Background: an optimization exercise with open tools, aiming at small area, a short achievable clock period and few clock cycles. Do not read the settings as production practice. RTL that was checked went through simulation tests only; none was proved equivalent to the original. No activity file was given, so power comes from the tool's default toggle rates.

## lz77_dec
module lz77_dec (
    input  wire        clk,
    input  wire        rst,              
    input  wire        start,
    input  wire [15:0] npix,             
    output wire        busy,
    output wire        done,             
    output wire        err,              
    input  wire        in_valid,
    output wire        in_ready,
    input  wire [7:0]  in_byte,
    output wire        out_valid,
    input  wire        out_ready,
    output wire [23:0] out_pixel         
);
    localparam SW_N = 17;
    reg              busy_r;             
    reg              fin;                
    reg              err_r;
    reg              first;              
    reg [15:0]       prem;               
    reg [3:0]        rs;                 
    reg              t_v;                
    reg              t_copy;             
    reg [3:0]        t_val;              
    reg [3:0]        t_rem;              
    reg [2:0]        t_n;                
    reg              t_err;              
    reg              t_more;             
    reg [7:0]        q;                  
    reg              q_v;
    reg [4*SW_N-1:0] sw;                 
    reg [1:0]        ph;                 
    reg              ov;
    assign done      = busy_r && fin && !ov;
    assign busy      = busy_r && !done;
    assign err       = err_r;
    assign out_valid = ov;
    reg [11:0] pix;
    always @* begin
        case (ph)
            2'd0:    pix = {sw[4*14 +: 4], sw[4*15 +: 4], sw[4*16 +: 4]};
            2'd1:    pix = {sw[4*13 +: 4], sw[4*14 +: 4], sw[4*15 +: 4]};
            default: pix = {sw[4*12 +: 4], sw[4*13 +: 4], sw[4*14 +: 4]};
        endcase
    end
    assign out_pixel = {pix[11:8], 4'h0, pix[7:4], 4'h0, pix[3:0], 4'h0};
    wire       t_last = (t_rem <= 4'd3);
    wire [1:0] n      = {t_n[2] | t_n[1], t_n[2] | t_n[0]};
    wire [4*18-1:0] ws = {sw[4*15 +: 4], sw};
    wire [4*10-1:0] s8 = t_val[3] ? ws[4*8 +: 40] : ws[0 +: 40];
    wire [4*6-1:0]  s4 = t_val[2] ? s8[4*4 +: 24] : s8[0 +: 24];
    wire [4*4-1:0]  s2 = t_val[1] ? s4[4*2 +: 16] : s4[0 +: 16];
    wire [4*3-1:0]  s1 = t_val[0] ? s2[4*1 +: 12] : s2[0 +: 12];
    wire [3:0] x0 = t_copy ? s1[0 +: 4] : t_val;
    wire [3:0] x1 = s1[4 +: 4];
  ...
==> module lz77_dec, before the edit <==
module lz77_dec (
    input  wire        clk,
    input  wire        rst,              
    input  wire        start,
    input  wire [15:0] npix,             
    output wire        busy,
    output wire        done,             
    output wire        err,              
    input  wire        in_valid,
    output wire        in_ready,
    input  wire [7:0]  in_byte,
    output wire        out_valid,
    input  wire        out_ready,
    output wire [23:0] out_pixel         
);
    localparam SW_N = 17;
    reg              busy_r;             
    reg              fin;                
    reg              err_r;
    reg              first;              
    reg [15:0]       prem;               
    reg [3:0]        rs;                 
    reg              t_v;                
    reg              t_copy;             
    reg [3:0]        t_val;              
    reg [3:0]        t_rem;              
    reg [2:0]        t_n;                
    reg              t_err;              
    reg              t_more;             
    reg [7:0]        q;                  
    reg              q_v;
    reg [4*SW_N-1:0] sw;                 
    reg [1:0]        ph;                 
    reg              ov;
    assign done      = busy_r && fin && !ov;
    assign busy      = busy_r && !done;
    assign err       = err_r;
    assign out_valid = ov;
    reg [11:0] pix;
    always @* begin
        case (ph)
            2'd0:    pix = {sw[4*14 +: 4], sw[4*15 +: 4], sw[4*16 +: 4]};
            2'd1:    pix = {sw[4*13 +: 4], sw[4*14 +: 4], sw[4*15 +: 4]};
            default: pix = {sw[4*12 +: 4], sw[4*13 +: 4], sw[4*14 +: 4]};
        endcase
    end
    assign out_pixel = {pix[11:8], 4'h0, pix[7:4], 4'h0, pix[3:0], 4'h0};
    wire       t_last = (t_rem <= 4'd3);
    wire [1:0] n      = {t_n[2] | t_n[1], t_n[2] | t_n[0]};
    wire [4*18-1:0] ws = {sw[4*15 +: 4], sw};
    wire [4*10-1:0] s8 = t_val[3] ? ws[4*8 +: 40] : ws[0 +: 40];
    wire [4*6-1:0]  s4 = t_val[2] ? s8[4*4 +: 24] : s8[0 +: 24];
    wire [4*4-1:0]  s2 = t_val[1] ? s4[4*2 +: 16] : s4[0 +: 16];
    wire [4*3-1:0]  s1 = t_val[0] ? s2[4*1 +: 12] : s2[0 +: 12];
    wire [3:0] x0 = t_copy ? s1[0 +: 4] : t_val;
    wire [3:0] x1 = s1[4 +: 4];
    wire [3:0] x2 = s1[8 +: 4];
    wire out_ok = !ov || out_ready;      
    wire go     = busy_r && !fin && t_v && out_ok;
    wire dec    = busy_r && !fin && t_v && !t_err && out_ok;   
    wire t_free = !t_v || (go && (t_last || t_err));
    assign in_ready = busy_r && !fin && !q_v && (!t_v || t_more);
    wire take_in = in_valid && in_ready;
    wire take_cmd = start && !busy;
    wire [2:0] tot = {1'b0, ph} + {1'b0, n};
    wire       pix_done = dec && (tot >= 3'd3);
    wire [1:0] ph_n = (tot >= 3'd3) ? tot[1:0] - 2'd3 : tot[1:0];
    wire [15:0] prem_c = {prem[15:3], 3'd0};
    reg  [3:0]  rs_sat;
    always @* begin
        rs_sat = 4'd15;
        if (prem_c == 16'd0 && prem[2:0] == 3'd5)
            rs_sat = 4'd15 - {1'b0, tot};
        else if (prem_c == 16'd0 && prem[2:0] == 3'd6 && tot[2])
            rs_sat = tot[0] ? 4'd13 : 4'd14;
    end
    wire [3:0]  rs_d = (rs == 4'd15) ? rs_sat : rs - {2'b00, n};
    reg  [3:0]  rs_s;                    
    always @* begin
        case (npix[2:0])
            3'd0:    rs_s = 4'd0;
            3'd1:    rs_s = 4'd3;
            3'd2:    rs_s = 4'd6;
            3'd3:    rs_s = 4'd9;
            3'd4:    rs_s = 4'd12;
            default: rs_s = 4'd15;
        endcase
        if (npix[15:3] != 13'd0)
            rs_s = 4'd15;
    end
    wire [7:0] nb = q_v ? q : in_byte;
    wire [3:0] rb      = rs - {2'b00, t_v ? n : 2'd0};   
    wire [3:0] rb2     = rb - 4'd2;                       
    wire       first_a = first && !t_v;
    wire       nb_gt   = (rb < 4'd2 || (rb < 4'd10 && nb[6:4] > rb2[2:0]));
    wire       nb_lt   = (rb > 4'd2 && ({1'b0, nb[6:4]} < rb2));
    wire       lit_lt  = (rb > 4'd1);
    always @(posedge clk) begin
        if (dec) begin
            if (first)
                sw <= {SW_N{t_val}};
            else
                sw <= ({4*SW_N{t_n[0]}} & {x0, sw[4*SW_N-1:4]})
                    | ({4*SW_N{t_n[1]}} & {x1, x0, sw[4*SW_N-1:8]})
                    | ({4*SW_N{t_n[2]}} & {x2, x1, x0, sw[4*SW_N-1:12]});
        end
        if (take_in && !(t_free && !q_v))
            q <= in_byte;
        if (t_free) begin
            t_copy <= nb[7];
            t_val  <= nb[7] ? nb[3:0] : nb[6:3];
            t_rem  <= nb[7] ? {1'b0, nb[6:4]} + 4'd2 : 4'd1;
            t_n    <= !nb[7] ? 3'b001 : (nb[6:4] == 3'd0) ? 3'b010 : 3'b100;
            t_err  <= nb[7] && (first_a || nb_gt);
            t_more <= nb[7] ? (!first_a && nb_lt) : lit_lt;
        end else if (go) begin
            t_rem  <= t_rem - 4'd3;
            t_n    <= (t_rem == 4'd4) ? 3'b001 : (t_rem == 4'd5) ? 3'b010 : 3'b100;
        end
    end
    always @(posedge clk) begin
        if (rst) begin
            busy_r <= 1'b0;
            fin    <= 1'b0;
            err_r  <= 1'b0;
            first  <= 1'b0;
            prem   <= 16'd0;
            rs     <= 4'd0;
            t_v    <= 1'b0;
            q_v    <= 1'b0;
            ph     <= 2'd0;
            ov     <= 1'b0;
        end else begin
            if (ov && out_ready)
                ov <= 1'b0;
            if (pix_done)
                ov <= 1'b1;
            if (take_cmd) begin
                busy_r <= 1'b1;
                fin    <= (npix == 16'd0);
                err_r  <= 1'b0;
                first  <= 1'b1;
                prem   <= npix;
                rs     <= rs_s;
                t_v    <= 1'b0;
                q_v    <= 1'b0;
                ph     <= 2'd0;
            end else begin
                if (done)
                    busy_r <= 1'b0;
                if (go) begin
                    if (t_err) begin
                        err_r <= 1'b1;
                        fin   <= 1'b1;
                    end else begin
                        first <= 1'b0;
                        ph    <= ph_n;
                        if (pix_done)
                            prem <= prem - 16'd1;
                        rs    <= rs_d;
                        if (rs == {2'b00, n})
                            fin <= 1'b1;
                    end
                end
                if (t_free) begin
                    t_v <= q_v || take_in;
                    q_v <= 1'b0;
                end else if (take_in) begin
                    q_v <= 1'b1;
                end
            end
        end
    end
endmodule
clock: 8.0 ns
lec_check: 0
cap_margin: 20
core_margin: 2
core_utilization: 40
setup_slack_margin: 5
slew_margin: 20
run.sh (not shown) runs the stock make flow with config.mk's settings and CLKGATE_MAP_FILE= SYNTH_SCRIPT=/design/flow/synth_recipe.tcl, a recipe that flattens the netlist after the stock synthesis.
The starting point finished clean.
Testbench counts at the start, summed over its fixed seeds: cycles 47,934.
Then changed:
--- a/flow/design.v
+++ b/flow/design.v
@@ -31,5 +31,5 @@
     reg              q_v;
     reg [4*SW_N-1:0] sw;                 
-    reg [1:0]        ph;                 
+    reg [2:0]        ph3;                
     reg              ov;
     assign done      = busy_r && fin && !ov;
@@ -39,9 +39,7 @@
     reg [11:0] pix;
     always @* begin
-        case (ph)
-            2'd0:    pix = {sw[4*14 +: 4], sw[4*15 +: 4], sw[4*16 +: 4]};
-            2'd1:    pix = {sw[4*13 +: 4], sw[4*14 +: 4], sw[4*15 +: 4]};
-            default: pix = {sw[4*12 +: 4], sw[4*13 +: 4], sw[4*14 +: 4]};
-        endcase
+        pix = ({12{ph3[0]}} & {sw[4*14 +: 4], sw[4*15 +: 4], sw[4*16 +: 4]})
+            | ({12{ph3[1]}} & {sw[4*13 +: 4], sw[4*14 +: 4], sw[4*15 +: 4]})
+            | ({12{ph3[2]}} & {sw[4*12 +: 4], sw[4*13 +: 4], sw[4*14 +: 4]});
     end
     assign out_pixel = {pix[11:8], 4'h0, pix[7:4], 4'h0, pix[3:0], 4'h0};
@@ -63,7 +61,9 @@
     wire take_in = in_valid && in_ready;
     wire take_cmd = start && !busy;
+    wire [1:0] ph  = {ph3[2], ph3[1]};
     wire [2:0] tot = {1'b0, ph} + {1'b0, n};
     wire       pix_done = dec && (tot >= 3'd3);
-    wire [1:0] ph_n = (tot >= 3'd3) ? tot[1:0] - 2'd3 : tot[1:0];
+    wire [2:0] ph3_n = t_n[0] ? {ph3[1:0], ph3[2]}
+                     : t_n[1] ? {ph3[0], ph3[2:1]} : ph3;
     wire [15:0] prem_c = {prem[15:3], 3'd0};
     reg  [3:0]  rs_sat;
@@ -129,5 +129,5 @@
             t_v    <= 1'b0;
             q_v    <= 1'b0;
-            ph     <= 2'd0;
+            ph3    <= 3'b001;
             ov     <= 1'b0;
         end else begin
@@ -145,5 +145,5 @@
                 t_v    <= 1'b0;
                 q_v    <= 1'b0;
-                ph     <= 2'd0;
+                ph3    <= 3'b001;
             end else begin
                 if (done)
@@ -155,5 +155,5 @@
                     end else begin
                         first <= 1'b0;
-                        ph    <= ph_n;
+                        ph3   <= ph3_n;
                         if (pix_done)
                             prem <= prem - 16'd1;
Global-route usage increases by 1.1 points.
Final area increases by 0.60%.
Core utilization increases by 0.31 points.
Worst setup slack got worse by 0.079 ns.
Final cell count hardly moves.
Hold slack improved by 0.0064 ns.
Power decreases by 3.7%.
Via count increases by 1.3%.
Die area is about the same.
Testbench counts after the change, summed over its fixed seeds: cycles 47,934.

The RTL this note starts from:
==> flow/design.v <==
module lz77_dec (
    input  wire        clk,
    input  wire        rst,              
    input  wire        start,
    input  wire [15:0] npix,             
    output wire        busy,
    output wire        done,             
    output wire        err,              
    input  wire        in_valid,
    output wire        in_ready,
    input  wire [7:0]  in_byte,
    output wire        out_valid,
    input  wire        out_ready,
    output wire [23:0] out_pixel         
);
    localparam SW_N = 17;
    reg              busy_r;             
    reg              fin;                
    reg              err_r;
    reg              first;              
    reg [15:0]       prem;               
    reg [3:0]        rs;                 
    reg              t_v;                
    reg              t_copy;             
    reg [3:0]        t_val;              
    reg [3:0]        t_rem;              
    reg [2:0]        t_n;                
    reg              t_err;              
    reg              t_more;             
    reg [7:0]        q;                  
    reg              q_v;
    reg [4*SW_N-1:0] sw;                 
    reg [2:0]        ph3;                
    reg              ov;
    assign done      = busy_r && fin && !ov;
    assign busy      = busy_r && !done;
    assign err       = err_r;
    assign out_valid = ov;
    reg [11:0] pix;
    always @* begin
        pix = ({12{ph3[0]}} & {sw[4*14 +: 4], sw[4*15 +: 4], sw[4*16 +: 4]})
            | ({12{ph3[1]}} & {sw[4*13 +: 4], sw[4*14 +: 4], sw[4*15 +: 4]})
            | ({12{ph3[2]}} & {sw[4*12 +: 4], sw[4*13 +: 4], sw[4*14 +: 4]});
    end
    assign out_pixel = {pix[11:8], 4'h0, pix[7:4], 4'h0, pix[3:0], 4'h0};
    wire       t_last = (t_rem <= 4'd3);
    wire [1:0] n      = {t_n[2] | t_n[1], t_n[2] | t_n[0]};
    wire [4*18-1:0] ws = {sw[4*15 +: 4], sw};
    wire [4*10-1:0] s8 = t_val[3] ? ws[4*8 +: 40] : ws[0 +: 40];
    wire [4*6-1:0]  s4 = t_val[2] ? s8[4*4 +: 24] : s8[0 +: 24];
    wire [4*4-1:0]  s2 = t_val[1] ? s4[4*2 +: 16] : s4[0 +: 16];
    wire [4*3-1:0]  s1 = t_val[0] ? s2[4*1 +: 12] : s2[0 +: 12];
    wire [3:0] x0 = t_copy ? s1[0 +: 4] : t_val;
    wire [3:0] x1 = s1[4 +: 4];
    wire [3:0] x2 = s1[8 +: 4];
    wire out_ok = !ov || out_ready;      
    wire go     = busy_r && !fin && t_v && out_ok;
    wire dec    = busy_r && !fin && t_v && !t_err && out_ok;   
    wire t_free = !t_v || (go && (t_last || t_err));
    assign in_ready = busy_r && !fin && !q_v && (!t_v || t_more);
    wire take_in = in_valid && in_ready;
    wire take_cmd = start && !busy;
    wire [1:0] ph  = {ph3[2], ph3[1]};
    wire [2:0] tot = {1'b0, ph} + {1'b0, n};
    wire       pix_done = dec && (ph3[2] || (ph3[1] && !t_n[0]) || (ph3[0] && t_n[2]));
    wire [2:0] ph3_n = t_n[0] ? {ph3[1:0], ph3[2]}
                     : t_n[1] ? {ph3[0], ph3[2:1]} : ph3;
    wire [15:0] prem_c = {prem[15:3], 3'd0};
    reg  [3:0]  rs_sat;
    always @* begin
        rs_sat = 4'd15;
        if (prem_c == 16'd0 && prem[2:0] == 3'd5)
            rs_sat = 4'd15 - {1'b0, tot};
        else if (prem_c == 16'd0 && prem[2:0] == 3'd6 && tot[2])
            rs_sat = tot[0] ? 4'd13 : 4'd14;
    end
    wire [3:0]  rs_d = (rs == 4'd15) ? rs_sat : rs - {2'b00, n};
    reg  [3:0]  rs_s;                    
    always @* begin
        case (npix[2:0])
            3'd0:    rs_s = 4'd0;
            3'd1:    rs_s = 4'd3;
            3'd2:    rs_s = 4'd6;
            3'd3:    rs_s = 4'd9;
            3'd4:    rs_s = 4'd12;
            default: rs_s = 4'd15;
        endcase
        if (npix[15:3] != 13'd0)
            rs_s = 4'd15;
    end
    wire [7:0] nb = q_v ? q : in_byte;
    wire [3:0] rb      = rs - {2'b00, t_v ? n : 2'd0};   
    wire [3:0] rb2     = rb - 4'd2;                       
    wire       first_a = first && !t_v;
    wire       nb_gt   = (rb < 4'd2 || (rb < 4'd10 && nb[6:4] > rb2[2:0]));
    wire       nb_lt   = (rb > 4'd2 && ({1'b0, nb[6:4]} < rb2));
    wire       lit_lt  = (rb > 4'd1);
    always @(posedge clk) begin
        if (dec) begin
            if (first)
                sw <= {SW_N{t_val}};
            else
                sw <= ({4*SW_N{t_n[0]}} & {x0, sw[4*SW_N-1:4]})
                    | ({4*SW_N{t_n[1]}} & {x1, x0, sw[4*SW_N-1:8]})
                    | ({4*SW_N{t_n[2]}} & {x2, x1, x0, sw[4*SW_N-1:12]});
        end
        if (take_in && !(t_free && !q_v))
            q <= in_byte;
        if (t_free) begin
            t_copy <= nb[7];
            t_val  <= nb[7] ? nb[3:0] : nb[6:3];
            t_rem  <= nb[7] ? {1'b0, nb[6:4]} + 4'd2 : 4'd1;
            t_n    <= !nb[7] ? 3'b001 : (nb[6:4] == 3'd0) ? 3'b010 : 3'b100;
            t_err  <= nb[7] && (first_a || nb_gt);
            t_more <= nb[7] ? (!first_a && nb_lt) : lit_lt;
        end else if (go) begin
            t_rem  <= t_rem - 4'd3;
            t_n    <= (t_rem == 4'd4) ? 3'b001 : (t_rem == 4'd5) ? 3'b010 : 3'b100;
        end
    end
    always @(posedge clk) begin
        if (rst) begin
            busy_r <= 1'b0;
            fin    <= 1'b0;
            err_r  <= 1'b0;
            first  <= 1'b0;
            prem   <= 16'd0;
            rs     <= 4'd0;
            t_v    <= 1'b0;
            q_v    <= 1'b0;
            ph3    <= 3'b001;
            ov     <= 1'b0;
        end else begin
            if (ov && out_ready)
                ov <= 1'b0;
            if (pix_done)
                ov <= 1'b1;
            if (take_cmd) begin
                busy_r <= 1'b1;
                fin    <= (npix == 16'd0);
                err_r  <= 1'b0;
                first  <= 1'b1;
                prem   <= npix;
                rs     <= rs_s;
                t_v    <= 1'b0;
                q_v    <= 1'b0;
                ph3    <= 3'b001;
            end else begin
                if (done)
                    busy_r <= 1'b0;
                if (go) begin
                    if (t_err) begin
                        err_r <= 1'b1;
                        fin   <= 1'b1;
                    end else begin
                        first <= 1'b0;
                        ph3   <= ph3_n;
                        if (pix_done)
                            prem <= prem - 16'd1;
                        rs    <= rs_d;
                        if (rs == {2'b00, n})
                            fin <= 1'b1;
                    end
                end
                if (t_free) begin
                    t_v <= q_v || take_in;
                    q_v <= 1'b0;
                end else if (take_in) begin
                    q_v <= 1'b1;
                end
            end
        end
    end
endmodule
export LEC_CHECK = 0
export CAP_MARGIN = 20
export CORE_MARGIN = 2
export CORE_UTILIZATION = 40
export CTS_BUF_LIST = sky130_fd_sc_hd__clkbuf_8
export CTS_CLUSTER_SIZE = 30
export SETUP_SLACK_MARGIN = 5
export SLEW_MARGIN = 20
create_clock -name core_clock -period 8.0 [get_ports {clk}]
standard.sh (not shown) runs the stock make flow with config.mk's settings and CLKGATE_MAP_FILE= SYNTH_SCRIPT=/design/flow/synth_recipe.tcl, a recipe that flattens the netlist after the stock synthesis.
==> flow/flow/run.sh <==
#!/bin/bash
# The standard layout, with plain buffers (buf_2) on the ports instead of
# the delay-cell buffers that buffer_ports picks by default. The whole
# make output goes to standard.log; ORFS keeps each step's log under orfs/logs.
set -euo pipefail
export BUFFER_PORTS_ARGS="-buffer_cell sky130_fd_sc_hd__buf_2"
bash standard.sh > standard.log 2>&1
Testbench counts at the start, summed over its fixed seeds: cycles 47,934.
Then changed:
--- a/flow/design.v
+++ b/flow/design.v
@@ -34,16 +34,11 @@
     reg              ov;
     assign done      = busy_r && fin && !ov;
     assign busy      = busy_r && !done;
     assign err       = err_r;
     assign out_valid = ov;
-    reg [11:0] pix;
-    always @* begin
-        pix = ({12{ph3[0]}} & {sw[4*14 +: 4], sw[4*15 +: 4], sw[4*16 +: 4]})
-            | ({12{ph3[1]}} & {sw[4*13 +: 4], sw[4*14 +: 4], sw[4*15 +: 4]})
-            | ({12{ph3[2]}} & {sw[4*12 +: 4], sw[4*13 +: 4], sw[4*14 +: 4]});
-    end
+    reg [11:0] pix;                      
     assign out_pixel = {pix[11:8], 4'h0, pix[7:4], 4'h0, pix[3:0], 4'h0};
     wire       t_last = (t_rem <= 4'd3);
     wire [1:0] n      = {t_n[2] | t_n[1], t_n[2] | t_n[0]};
     wire [4*18-1:0] ws = {sw[4*15 +: 4], sw};
     wire [4*10-1:0] s8 = t_val[3] ? ws[4*8 +: 40] : ws[0 +: 40];
@@ -55,16 +50,20 @@
     wire [3:0] x2 = s1[8 +: 4];
     wire out_ok = !ov || out_ready;      
     wire go     = busy_r && !fin && t_v && out_ok;
     wire dec    = busy_r && !fin && t_v && !t_err && out_ok;   
     wire t_free = !t_v || (go && (t_last || t_err));
-    assign in_ready = busy_r && !fin && !q_v && (!t_v || t_more);
+    reg  in_ready_r;                     
+    assign in_ready = in_ready_r;
     wire take_in = in_valid && in_ready;
     wire take_cmd = start && !busy;
     wire [1:0] ph  = {ph3[2], ph3[1]};
     wire [2:0] tot = {1'b0, ph} + {1'b0, n};
     wire       pix_done = dec && (ph3[2] || (ph3[1] && !t_n[0]) || (ph3[0] && t_n[2]));
+    wire [11:0] pix_n = ({12{ph3[0]}} & {x0, x1, x2})
+                      | ({12{ph3[1]}} & {sw[4*16 +: 4], x0, x1})
+                      | ({12{ph3[2]}} & {sw[4*15 +: 4], sw[4*16 +: 4], x0});
     wire [2:0] ph3_n = t_n[0] ? {ph3[1:0], ph3[2]}
                      : t_n[1] ? {ph3[0], ph3[2:1]} : ph3;
     wire [15:0] prem_c = {prem[15:3], 3'd0};
     reg  [3:0]  rs_sat;
     always @* begin
@@ -87,17 +86,28 @@
         endcase
         if (npix[15:3] != 13'd0)
             rs_s = 4'd15;
     end
     wire [7:0] nb = q_v ? q : in_byte;
-    wire [3:0] rb      = rs - {2'b00, t_v ? n : 2'd0};   
-    wire [3:0] rb2     = rb - 4'd2;                       
+    wire [3:0] k_oh    = t_v ? {t_n, 1'b0} : 4'b0001;   
+    wire [4:0] rs5     = {1'b0, rs};
+    wire [4:0] thr     = ({5{k_oh[0]}} & (rs5 - 5'd2)) | ({5{k_oh[1]}} & (rs5 - 5'd3))
+                       | ({5{k_oh[2]}} & (rs5 - 5'd4)) | ({5{k_oh[3]}} & (rs5 - 5'd5));
+    wire       thr_neg = thr[4];
     wire       first_a = first && !t_v;
-    wire       nb_gt   = (rb < 4'd2 || (rb < 4'd10 && nb[6:4] > rb2[2:0]));
-    wire       nb_lt   = (rb > 4'd2 && ({1'b0, nb[6:4]} < rb2));
-    wire       lit_lt  = (rb > 4'd1);
+    wire       nb_gt   = thr_neg || (!thr[3] && nb[6:4] > thr[2:0]);    
+    wire       nb_lt   = !thr_neg && (thr[3] || nb[6:4] < thr[2:0]);    
+    wire       lit_lt  = !thr_neg;                                      
+    wire       t_more_ld = nb[7] ? (!first_a && nb_lt) : lit_lt;
+    wire act_n    = take_cmd ? (npix != 16'd0)
+                  : busy_r && !fin && !(go && (t_err || rs == {2'b00, n}));
+    wire q_v_n    = !take_cmd && !t_free && (q_v || take_in);
+    wire t_v_n    = !take_cmd && (t_free ? (q_v || take_in) : t_v);
+    wire t_more_n = t_free ? t_more_ld : t_more;
     always @(posedge clk) begin
+        if (pix_done)
+            pix <= pix_n;
         if (dec) begin
             if (first)
                 sw <= {SW_N{t_val}};
             else
                 sw <= ({4*SW_N{t_n[0]}} & {x0, sw[4*SW_N-1:4]})
@@ -110,11 +120,11 @@
             t_copy <= nb[7];
             t_val  <= nb[7] ? nb[3:0] : nb[6:3];
             t_rem  <= nb[7] ? {1'b0, nb[6:4]} + 4'd2 : 4'd1;
             t_n    <= !nb[7] ? 3'b001 : (nb[6:4] == 3'd0) ? 3'b010 : 3'b100;
             t_err  <= nb[7] && (first_a || nb_gt);
-            t_more <= nb[7] ? (!first_a && nb_lt) : lit_lt;
+            t_more <= t_more_ld;
         end else if (go) begin
             t_rem  <= t_rem - 4'd3;
             t_n    <= (t_rem == 4'd4) ? 3'b001 : (t_rem == 4'd5) ? 3'b010 : 3'b100;
         end
     end
@@ -128,11 +138,13 @@
             rs     <= 4'd0;
             t_v    <= 1'b0;
             q_v    <= 1'b0;
             ph3    <= 3'b001;
             ov     <= 1'b0;
+            in_ready_r <= 1'b0;
         end else begin
+            in_ready_r <= act_n && !q_v_n && (!t_v_n || t_more_n);
             if (ov && out_ready)
                 ov <= 1'b0;
             if (pix_done)
                 ov <= 1'b1;
             if (take_cmd) begin
- The changed run produced a clean layout
- utilization came out lower by 3.0 points
- setup slack improved by 0.28 ns
- global-route usage came out lower by 1.9 points
- count of clock-buffer cells in the layout is unchanged
- flip-flop and latch count came out higher by 13
- wire length came out lower by 2.4%
- cell area came out higher by 1.3%
Only the layout flow was run in the second run of this note; the RTL was not checked for function there.

==> what the ideal ports hide <==
Ports are ideal in the flow. The routed layouts listed here were re-timed in OpenROAD.
Step 1 (the two cells are an assumption about what drives the block):
set clk [get_ports {clk}]
set_driving_cell -lib_cell sky130_fd_sc_hd__clkbuf_16 $clk
set_driving_cell -lib_cell sky130_fd_sc_hd__buf_2 [delete_from_list [all_inputs] $clk]
Step 2 times the ports against the registers' clock, not the clock port: input delays grow and output delays shrink by t, the midpoint of the rising clock arrivals with the driver on.
Slacks: ideal ports / drivers / drivers and shift; pairs: ideal ports / drivers.
run	shift t [ns]	slack for setup (ns)	worst setup path after step 2	cell pins on the clock port's net
the first run of note 1	0.468	4.901 / 4.854 / 4.518	input to register	1
the second run of note 1	0.474	4.822 / 4.774 / 4.495	input to register	1
the first run of note 2	0.491	4.754 / 4.717 / 4.586	input to register	1
the second run of note 2	0.486	5.038 / 5.056 / 4.570	input to register	1
After both steps every run listed still meets setup and hold. The setup slack of the second run of note 2, which loses most, moves by +0.018 ns with the drivers and by -0.468 ns with both steps.
